This design comes from an exercise in tuning for small area, a short achievable clock period and few clock cycles per item on the open sky130 flow, not from production work. In this exercise RTL edits were held to simulation tests only and were not proved equivalent to the original. Power and IR drop assume default switching activity.

// paula_interp
module paula_interp (
    input  wire        clk,
    input  wire        rst,
    input  wire        start,
    output wire        ready,
    output reg         done,
    input  wire [1:0]  mode,
    input  wire [31:0] cur,
    input  wire [31:0] last0,
    input  wire [27:0] vol,
    input  wire [63:0] per,
    input  wire [63:0] evt,
    input  wire [27:0] sevt,
    input  wire [7:0]  adk,
    output reg  [15:0] left,
    output reg  [15:0] right
);
Size: roughly 11000 cells after synthesis, ~900 flip-flops, about 100000 sq um of cells after synthesis.
clock: 22.0 ns
lec_check: 0
cap_margin: 20
core_margin: 2
core_utilization: 40
slew_margin: 20
run.sh (not shown) runs the stock make flow with config.mk's settings and CLKGATE_MAP_FILE= SYNTH_SCRIPT=/design/flow/synth_recipe.tcl, a recipe that flattens the netlist after the stock synthesis.
The first run finished clean.
Testbench counts at the start, summed over its fixed seeds: cycles 10,425, items 2,400.
Rerun with:
Settings changed: ABC_AREA set to 1.
Result: Cell area increases by 1.2%. Wire length increases by 1.7%. Critical path depth increases by 3. Setup slack gets better by 0.72 ns. Power decreases by 34%. Clock power decreases by about 4%. Sequential share of layout area decreases by 0.25 points. Clock-buffer cell count decreases by 17. Combinational power decreases by 44%.

---

== oak ==
Another version of the RTL of paula_interp (not shown whole).
Size: ~990 flip-flops, ~300 I/O pins, ~0.11 sq mm of cells after synthesis.
Settings: LEC_CHECK=0, CAP_MARGIN=20, CORE_MARGIN=2, CORE_UTILIZATION=55, PLACE_DENSITY=0.72, SLEW_MARGIN=20; clock period 22.0 ns.
Testbench counts of oak, summed over its fixed seeds: cycles 10,674, items 2,400.
Changes in pine relative to oak:
--- a/flow/config.mk
+++ b/flow/config.mk
@@ -9,4 +9,3 @@
 export CORE_MARGIN = 2
-export CORE_UTILIZATION = 55
-export PLACE_DENSITY = 0.72
+export CORE_UTILIZATION = 40
 export SLEW_MARGIN = 20
==> comparison <==
pine: fraction of met2 tracks used by global routing 14 points below oak. Diff pine and oak: number of cells traversed by the worst register-to-register path higher in pine. Re starting utilization of the core area: oak was higher than pine. [compare] base=oak new=pine: detailed route wirelength on metal2 +about 4%; number of instances in the placed design +943; critical path depth -15; core utilization -16 points; standard cell area after detailed placement +about 1%. The synthesis-to-finish area growth in pine sits 1.3 points above the value recorded for oak.

---

Setup of gamma:
Another version of the RTL of paula_interp (not shown whole).
Size: roughly 15,000 cells after synthesis, roughly 960 flip-flops, about 110,000 sq um of cells after synthesis.
make LEC_CHECK=0 ABC_AREA=1 CAP_MARGIN=20 CORE_MARGIN=2 CORE_UTILIZATION=40 SLEW_MARGIN=20 finish   # period 22.0 ns
Testbench counts of gamma, summed over its fixed seeds: cycles 10,674, items 2,400.
For beta, these inputs were changed with respect to gamma:
- ABC_AREA: 1 -> unset
==> comparison <==
In beta, via count is lower than in gamma. Going from gamma to beta, count of inverters other than clock inverters in the layout went down; worst hold slack after final layout up 0.076 ns; maximum ir drop on the vdd rail climbed 4.4 uV; final area moved down. Fraction of area in clock buffers and inverters sits higher in beta than in gamma.

---

Another version of the RTL of paula_interp (not shown whole).
Size: ~840 flip-flops, ~300 I/O pins, about 81000 um^2 of cells after synthesis.
==> flow/design.v (excerpt) <==
module paula_interp (
    input  wire        clk,
    input  wire        rst,
    input  wire        start,
    output wire        ready,
    output reg         done,
    input  wire [1:0]  mode,
    input  wire [31:0] cur,
    input  wire [31:0] last0,
    input  wire [27:0] vol,
    input  wire [63:0] per,
    input  wire [63:0] evt,
    input  wire [27:0] sevt,
    input  wire [7:0]  adk,
    output reg  [15:0] left,
    output reg  [15:0] right
);
    localparam K = 2;                    
    localparam RA = (K == 2) ? 14 : 16;  
    localparam M_NEAREST = 2'd0;
    localparam M_LINEAR  = 2'd1;
    localparam M_CRUX    = 2'd2;
    localparam M_ANTI    = 2'd3;
    localparam V_ZERO = 2'd0;
    localparam V_PV   = 2'd1;
    localparam V_SV   = 2'd2;
    localparam V_DIV  = 2'd3;
    localparam P_IDLE  = 3'd0;
    localparam P_MUL   = 3'd1;
    localparam P_ROWS  = 3'd2;
    localparam P_CATCH = 3'd3;
    localparam P_TAIL  = 3'd4;
    reg        cv;
    reg [1:0]  c_mode;
    reg [31:0] c_cur, c_last;
    reg [27:0] c_vol;
    reg [63:0] c_per, c_evt;
    reg [27:0] c_sevt;
    reg [7:0]  c_adk;
    reg        ready_r;
    assign ready = ready_r;
    always @(posedge clk) begin
        c_mode <= mode;
        c_cur  <= cur;
        c_last <= last0;
        c_vol  <= vol;
        c_per  <= per;
        c_evt  <= evt;
        c_sevt <= sevt;
        c_adk  <= adk;
    end
    reg [2:0]  phase;
    reg [4:0]  cnt;         
    reg [2:0]  mc;          
    reg [3:0]  rc;          
    reg [1:0]  w_mode;
  ...
clock: 22.0 ns
lec_check: 0
abc_clock_period_in_ps: 5000
cap_margin: 20
core_margin: 2
core_utilization: 40
slew_margin: 20
The first run finished clean.
Testbench counts at the start, summed over its fixed seeds: cycles 11,963, items 2,400.
Next try:
- ABC_CLOCK_PERIOD_IN_PS: 5000 -> not set
The new run went through all stages and came out clean.
Power stays the same.
Core utilization stays the same.
Clock skew is unchanged.
Setup slack stays the same.
Clock power is about the same.
Sequential share of layout area does not change.
Wire length does not change.

## port drivers added, routing unchanged
The flow's constraints put no driver on any port. The routed layouts listed below were extracted and timed again, unchanged, in two steps.
Step 1: set_driving_cell puts a clkbuf_16 on clk and a buf_2 on each other input, an assumption about the parent block.
Step 2 adds t to the input delays and takes it off the output delays; t is the mean of the earliest and latest rising clock arrival at the registers after step 1. Input paths then give back, and output paths get back, about the clock's delay inside the block.
Slacks: ideal / step 1 / step 2; pairs: ideal / step 1.
| run | shift t [ns] | setup slack, ns | worst setup path at the end | cell pins on the clock port's net |
|---|---|---|---|---|
| the first run of note 1 | 0.907 | 14.043 / 14.043 / 14.043 | register to register | 1 |
| the second run of note 1 | 0.906 | 14.764 / 14.764 / 14.764 | register to register | 1 |
| oak | 0.901 | 15.509 / 15.509 / 15.509 | register to register | 1 |
| pine | 0.928 | 15.751 / 15.648 / 15.518 | input to register | 1 |
| gamma | 0.913 | 15.436 / 15.337 / 15.455 | register to register | 1 |
| beta | 0.935 | 15.536 / 15.432 / 15.696 | register to register | 1 |
| the first run of note 4 | 0.861 | 9.690 / 9.690 / 9.690 | register to register | 1 |
| the second run of note 4 | 0.861 | 9.690 / 9.690 / 9.690 | register to register | 1 |
After both steps every run listed still meets setup and hold. For pine, which loses most, drivers alone change the setup slack by -0.103 ns; drivers and shift together by -0.233 ns.
